This design comes from an exercise in tuning for small area on the open sky130 flow, not from production work. RTL that was checked went through simulation tests only; none was proved equivalent to the original. No driver is modelled on the clock port, so clocking that relies on it looks cheaper here than on a real chip. Power and IR drop assume default switching activity.

the previous run:
## wmr928_fsc
module wmr928_fsc (
    input  wire         clk,
    input  wire         rst,           
    input  wire         in_valid,
    input  wire [7:0]   in_data,
    input  wire [1:0]   in_fail,       
    output wire         in_ready,
    output wire [2:0]   o_state,
    output wire [1:0]   o_err,
    output wire [7:0]   o_dev,
    output wire [3:0]   o_len,
    output wire [3:0]   o_cnt,
    output wire [7:0]   o_acc,
    output wire [103:0] o_fb,          
    output wire         o_sync,
    output wire         o_frame_ok,
    output wire         o_cksum_fail,
    output wire         o_nop,
    output wire         o_unk_skip,
    output wire         o_fatal,
    output wire         o_low_batt,
    output wire [10:0]  o_wind_dir,
    output wire [14:0]  o_wind_gust_c,
    output wire         o_rain_rate_over,
    output wire         o_rain_total_over,
    output wire         o_rain_yest_over,
    output wire [7:0]   o_minute,
    input  wire [7:0]   bcd_in,
    output wire [7:0]   bcd_out
);
    localparam [1:0] ST_HUNT  = 2'd0;
    localparam [1:0] ST_MARK1 = 2'd1;
    localparam [1:0] ST_CODE  = 2'd2;
    localparam [1:0] ST_DATA  = 2'd3;
    reg [1:0] st;
    reg [1:0] err;
    reg [7:0] dev;
    reg [3:1] len;
    reg [3:0] cnt;
    reg [7:0] acc;
    reg [7:0] fb [0:12];
    wire halted = err[1] | err[0];
    assign in_ready = !rst && !halted;
    wire is_fail   = in_fail[1] | in_fail[0];
    wire take_fail = !halted && is_fail;
    wire take_byte = !halted && !is_fail && in_valid;
  ...
Size: roughly 410 cells after synthesis, about 210 I/O pins.
export LEC_CHECK = 0
export CAP_MARGIN = 20
export CORE_MARGIN = 2
export CORE_UTILIZATION = 40
export SLEW_MARGIN = 20
export SYNTH_HIERARCHICAL = 1
create_clock -name core_clock -period 7.0 [get_ports {clk}]
standard.sh (not shown) runs the stock make flow with config.mk's settings and CLKGATE_MAP_FILE= SYNTH_SCRIPT=/design/flow/synth_recipe.tcl, a recipe that flattens the netlist after the stock synthesis.
==> flow/flow/run.sh <==
#!/bin/bash
# Standard ORFS layout with: the smallest buffer cell on the ports; a clock
# tree of clkbuf_4 cells without dummy loads (clkbuf_8 where the sink slew
# is high); power (area) recovery on paths with positive slack, followed by
# a design repair so no slew or capacitance violation is left.
set -euo pipefail
here=$(pwd)
bash standard.sh "BUFFER_PORTS_ARGS=-buffer_cell sky130_fd_sc_hd__buf_1" \
  "CTS_ARGS=-repair_clock_nets -dont_use_dummy_load -buf_list sky130_fd_sc_hd__clkbuf_4" \
  "POST_CTS_TCL=$here/flow/post_cts.tcl" \
  "RECOVER_POWER=100" \
  "POST_GLOBAL_ROUTE_TCL=$here/flow/post_grt.tcl" \
  finish > standard.log 2>&1
==> flow/flow/post_cts.tcl <==
# Upsize clock buffers whose estimated sink slew is high, so the slew at the
# flip-flop clock pins stays well inside the limit after routing.
estimate_parasitics -placement
set upsized 0
foreach inst [get_cells -hierarchical *] {
  set ref [get_property $inst ref_name]
  if { $ref != "sky130_fd_sc_hd__clkbuf_4" } { continue }
  set out [get_pins -of_objects $inst -filter "direction == output"]
  set worst 0.0
  foreach p [get_pins -of_objects [get_nets -of_objects $out] -filter "direction == input"] {
    set s [get_property $p slew_max]
    if { $s > $worst } { set worst $s }
  }
  if { $worst > 0.090 } {
    replace_cell $inst sky130_fd_sc_hd__clkbuf_8
    incr upsized
  }
}
puts "post_cts: upsized $upsized clock buffers"
if { $upsized > 0 } {
  detailed_placement
  estimate_parasitics -placement
}
==> flow/flow/post_grt.tcl <==
# Power recovery runs after the last design repair of global routing; repair
# any slew or capacitance violations it left before detailed routing.
global_route -start_incremental
estimate_parasitics -global_routing
repair_design -slew_margin 20 -cap_margin 20
detailed_placement
global_route -end_incremental
estimate_parasitics -global_routing
--- input diff the previous run..the current run ---
==> flow/flow/run.sh <==
#!/bin/bash
# Standard ORFS layout with the smallest buffer cell on the ports and a
# clock tree of clkbuf_4 cells without dummy loads.
set -euo pipefail
bash standard.sh "BUFFER_PORTS_ARGS=-buffer_cell sky130_fd_sc_hd__buf_1" \
  "CTS_ARGS=-repair_clock_nets -dont_use_dummy_load -buf_list sky130_fd_sc_hd__clkbuf_4" \
  "RECOVER_POWER=100" \
  finish > standard.log 2>&1
removed: flow/flow/post_cts.tcl
removed: flow/flow/post_grt.tcl
Results
- From the logs: the current run reached the end of the flow and failed the layout checks with max-capacitance violations, max-slew violations.
- Going from the previous run to the current run, data arrival time of the critical path went up 130 ps, number of ordinary and repair buffers in the finished layout shows a reduction of 3, power per standard cell area has decreased, length of the first detailed-routing pass in iterations stayed essentially flat, number of vias in the routed layout fell 0.39%.
- Diff the previous run -> the current run: ratio of cells with drive above 1 in the final layout went down by 2.0 points; maximum fanout along the worst path shows no meaningful change; final worst-path cycle share went up.
- In the flow results for the current run and the previous run, the final worst-path setup slack is larger on the previous run.
No run of this note included a check of the RTL's function; only the layout flow was run.

---

== run 3 ==
wmr928_fsc, a different RTL version from the one above (not shown whole).
For scale: ~410 cells after synthesis, ~210 I/O pins, roughly 0.0064 sq mm of cells after synthesis.
export LEC_CHECK = 0
export CAP_MARGIN = 20
export CORE_MARGIN = 2
export CORE_UTILIZATION = 40
export SLEW_MARGIN = 20
export SYNTH_HIERARCHICAL = 1
create_clock -name core_clock -period 7.0 [get_ports {clk}]
==> flow/flow/run.sh <==
#!/bin/bash
# Standard ORFS layout with the smallest buffer cell on the ports and a
# clock tree of clkbuf_4 cells without dummy loads.
set -euo pipefail
bash standard.sh "BUFFER_PORTS_ARGS=-buffer_cell sky130_fd_sc_hd__buf_1" \
  "CTS_ARGS=-repair_clock_nets -dont_use_dummy_load -buf_list sky130_fd_sc_hd__clkbuf_4" \
  finish > standard.log 2>&1
Run 3 went all the way through the flow, and no timing, DRC or antenna check failed.
Input changes introduced in run 2 (baseline for comparison: run 3):
Settings: CORE_UTILIZATION changed from 40 to 65; SLEW_MARGIN changed from 20 to 0; PLACE_DENSITY newly set to 0.75; CAP_MARGIN changed from 20 to 0.
diff --git a/flow/flow/run.sh b/flow/flow/run.sh
--- a/flow/flow/run.sh
+++ b/flow/flow/run.sh
@@ -6,0 +7 @@
+  "RECOVER_POWER=100" \
### Flow results
- Number of top-level pins came out exactly the same in run 3 and run 2.
- Looking at switching part of the total, run 2 sits 0.72 points lower than run 3 does.
- Clock network latency to the later pin of the worst-skew pair (run 2 over run 3): decrease, 0.04 ns
- Relative to run 3, run 2 improves design area.
- Run 2 ended with more starting density of the core than run 3.
- Fraction of area in non-clock buffers in run 2 is 0.26 points below run 3.
- Sort run 3 and run 2 by final routed wirelength across all metal layers, descending, and run 3 comes first.
- On run 2: proportion of power drawn by the clock network is 0.4 points lower than what run 3 gave.
- Run 3 has a higher setup slack of the critical path after layout than run 2.
- Run 2 does better than run 3 on total vias in the final route.

---

wmr928_fsc again, from the RTL that the note above started with.
// wmr928_fsc
module wmr928_fsc (
    input  wire         clk,
    input  wire         rst,           
    input  wire         in_valid,
    input  wire [7:0]   in_data,
    input  wire [1:0]   in_fail,       
    output wire         in_ready,
    output wire [2:0]   o_state,
    output wire [1:0]   o_err,
    output wire [7:0]   o_dev,
    output wire [3:0]   o_len,
    output wire [3:0]   o_cnt,
    output wire [7:0]   o_acc,
    output wire [103:0] o_fb,          
    output wire         o_sync,
    output wire         o_frame_ok,
    output wire         o_cksum_fail,
    output wire         o_nop,
    output wire         o_unk_skip,
    output wire         o_fatal,
    output wire         o_low_batt,
    output wire [10:0]  o_wind_dir,
    output wire [14:0]  o_wind_gust_c,
    output wire         o_rain_rate_over,
    output wire         o_rain_total_over,
    output wire         o_rain_yest_over,
    output wire [7:0]   o_minute,
    input  wire [7:0]   bcd_in,
    output wire [7:0]   bcd_out
);
    localparam [1:0] ST_HUNT  = 2'd0;
    localparam [1:0] ST_MARK1 = 2'd1;
    localparam [1:0] ST_CODE  = 2'd2;
    localparam [1:0] ST_DATA  = 2'd3;
    reg [1:0] st;
    reg [1:0] err;
    reg [7:0] dev;
    reg [3:1] len;
    reg [3:0] cnt;
    reg [7:0] acc;
    reg [7:0] fb [0:12];
    wire halted = err[1] | err[0];
    assign in_ready = !rst && !halted;
    wire is_fail   = in_fail[1] | in_fail[0];
    wire take_fail = !halted && is_fail;
    wire take_byte = !halted && !is_fail && in_valid;
    wire       hi_zero  = (in_data[7:4] == 4'd0);
    wire [3:0] c        = in_data[3:0];
  ...
==> flow/config.mk <==
export PLATFORM = sky130hd
export DESIGN_NAME = wmr928_fsc
export DESIGN_NICKNAME = wmr928_fsc
export VERILOG_FILES = /design/flow/design.v
export SDC_FILE = /design/flow/constraint.sdc
export NUM_CORES = 4
export LEC_CHECK = 0
export CAP_MARGIN = 0
export CORE_MARGIN = 2
export CORE_UTILIZATION = 40
export GPL_ROUTABILITY_DRIVEN = 0
export SLEW_MARGIN = 0
export SYNTH_HIERARCHICAL = 1
==> flow/constraint.sdc <==
create_clock -name core_clock -period 7.0 [get_ports {clk}]
set_input_delay 1.4000 -clock core_clock [delete_from_list [all_inputs] [get_ports {clk}]]
set_output_delay 1.4000 -clock core_clock [all_outputs]
set_load 0.01 [all_outputs]
==> flow/flow/run.sh <==
#!/bin/bash
# Standard ORFS layout with the smallest buffer cell on the ports and a
# clock tree of clkbuf_4 cells without dummy loads.
set -euo pipefail
bash standard.sh "BUFFER_PORTS_ARGS=-buffer_cell sky130_fd_sc_hd__buf_1" \
  "CTS_ARGS=-repair_clock_nets -dont_use_dummy_load -buf_list sky130_fd_sc_hd__clkbuf_4" \
  "RECOVER_POWER=100" \
  finish > standard.log 2>&1
The starting point finished with timing, DRC and antenna clean.
Next try:
--- a/flow/config.mk
+++ b/flow/config.mk
@@ -8 +8,2 @@
-export CAP_MARGIN = 0
+export ABC_AREA = 1
+export CAP_MARGIN = 20
@@ -11,2 +12 @@
-export GPL_ROUTABILITY_DRIVEN = 0
-export SLEW_MARGIN = 0
+export SLEW_MARGIN = 20
The new run produced a clean layout.
Global-route usage came out higher by 0.14 points.
Area after synthesis stays flat.
Final area came out higher by 0.49%.
Worst setup slack degrades by 0.044 ns.
Final cell count came out higher by 6.8%.
Total power is about the same.
Clock power is about the same.
Next try:
--- a/flow/config.mk
+++ b/flow/config.mk
@@ -8,2 +8 @@
-export ABC_AREA = 1
-export CAP_MARGIN = 20
+export CAP_MARGIN = 0
@@ -11,2 +10,2 @@
-export CORE_UTILIZATION = 40
-export SLEW_MARGIN = 20
+export CORE_UTILIZATION = 55
+export SLEW_MARGIN = 0
=> Fmax climbs by 1.2%. Critical path depth is unchanged. Die area drops by 27%. Combinational power drops by 4.1%. Wire length drops by 8.3%. Non-clock buffer count drops by 1. Global-route usage climbs by 4.2 points. Sequential power climbs by about 0.6%. Clock skew climbs by 0.021 ns.
Next try:
--- a/flow/flow/run.sh
+++ b/flow/flow/run.sh
@@ -2,2 +2,4 @@
-# Standard ORFS layout with the smallest buffer cell on the ports and a
-# clock tree of clkbuf_4 cells without dummy loads.
+# Standard ORFS layout with: the smallest buffer cell on the ports; a clock
+# tree of clkbuf_4 cells without dummy loads (clkbuf_8 where the sink slew
+# is high); power (area) recovery on paths with positive slack, followed by
+# a design repair so no slew or capacitance violation is left.
@@ -4,0 +7 @@
+here=$(pwd)
@@ -6,0 +10 @@
+  "POST_CTS_TCL=$here/flow/post_cts.tcl" \
@@ -7,0 +12 @@
+  "POST_GLOBAL_ROUTE_TCL=$here/flow/post_grt.tcl" \
==> flow/flow/post_cts.tcl (new file) <==
# Upsize clock buffers whose estimated sink slew is high, so the slew at the
# flip-flop clock pins stays well inside the limit after routing.
estimate_parasitics -placement
set upsized 0
foreach inst [get_cells -hierarchical *] {
  set ref [get_property $inst ref_name]
  if { $ref != "sky130_fd_sc_hd__clkbuf_4" } { continue }
  set out [get_pins -of_objects $inst -filter "direction == output"]
  set worst 0.0
  foreach p [get_pins -of_objects [get_nets -of_objects $out] -filter "direction == input"] {
    set s [get_property $p slew_max]
    if { $s > $worst } { set worst $s }
  }
  if { $worst > 0.090 } {
    replace_cell $inst sky130_fd_sc_hd__clkbuf_8
    incr upsized
  }
}
puts "post_cts: upsized $upsized clock buffers"
if { $upsized > 0 } {
  detailed_placement
  estimate_parasitics -placement
}
==> flow/flow/post_grt.tcl (new file) <==
# Power recovery runs after the last design repair of global routing; repair
# any slew or capacitance violations it left before detailed routing.
global_route -start_incremental
estimate_parasitics -global_routing
repair_design -slew_margin 20 -cap_margin 20
detailed_placement
global_route -end_incremental
estimate_parasitics -global_routing
--- a/flow/config.mk
+++ b/flow/config.mk
@@ -8 +8 @@
-export CAP_MARGIN = 0
+export CAP_MARGIN = 20
@@ -10,2 +10,2 @@
-export CORE_UTILIZATION = 55
-export SLEW_MARGIN = 0
+export CORE_UTILIZATION = 40
+export SLEW_MARGIN = 20
Cell area rose by 2.2%; global-route usage fell by 4.3 points; clock power rose by 19%; sequential share of layout area fell by 1.2 points; total power rose by 4.8%; routed wire length rose by 6.3%.
Next try:
==> flow/flow/run.sh (replaced) <==
#!/bin/bash
# Standard ORFS layout with the smallest buffer cell on the ports and a
# clock tree of clkbuf_4 cells without dummy loads.
set -euo pipefail
bash standard.sh "BUFFER_PORTS_ARGS=-buffer_cell sky130_fd_sc_hd__buf_1" \
  "CTS_ARGS=-repair_clock_nets -dont_use_dummy_load -buf_list sky130_fd_sc_hd__clkbuf_4" \
  "RECOVER_POWER=100" \
  finish > standard.log 2>&1
removed: flow/flow/post_cts.tcl
removed: flow/flow/post_grt.tcl
Result:
- die area stays the same
- cell area decreases slightly
- global-route usage hardly moves
- wire length is higher slightly
- non-clock buffer count does not change
- total power went down by a few percent

-- separate check: timing with driven ports --
No port has a modelled driver above. Below, the same layouts with a new extraction and two added sets of constraints.
Step 1, drivers: a clkbuf_16 drives clk and a buf_2 each remaining input, both assumed.
Step 2 times the ports against the registers' clock, not the clock port: input delays grow and output delays shrink by t, the midpoint of the rising clock arrivals with the driver on.
Three values: ideal ports, drivers, drivers and shift; two values: the first two.
run | t (ns) | setup slack, ns | worst setup path after step 2
the previous run | 0.442 | 1.068 / 1.035 / 1.276 | input to register
the current run | 0.531 | 0.938 / 0.906 / 1.308 | input to register
run 3 | 0.542 | 0.974 / 0.942 / 1.382 | input to register
run 2 | 0.504 | 0.955 / 0.923 / 1.378 | input to register
the first run of note 3 | 0.547 | 0.968 / 0.936 / 1.360 | input to register
the second run of note 3 | 0.542 | 0.925 / 0.891 / 1.172 | input to register
the third run of note 3 | 0.500 | 0.998 / 0.968 / 1.390 | input to register
the fourth run of note 3 | 0.446 | 1.059 / 1.025 / 1.342 | input to register
the fifth run of note 3 | 0.546 | 0.970 / 0.938 / 1.364 | input to register
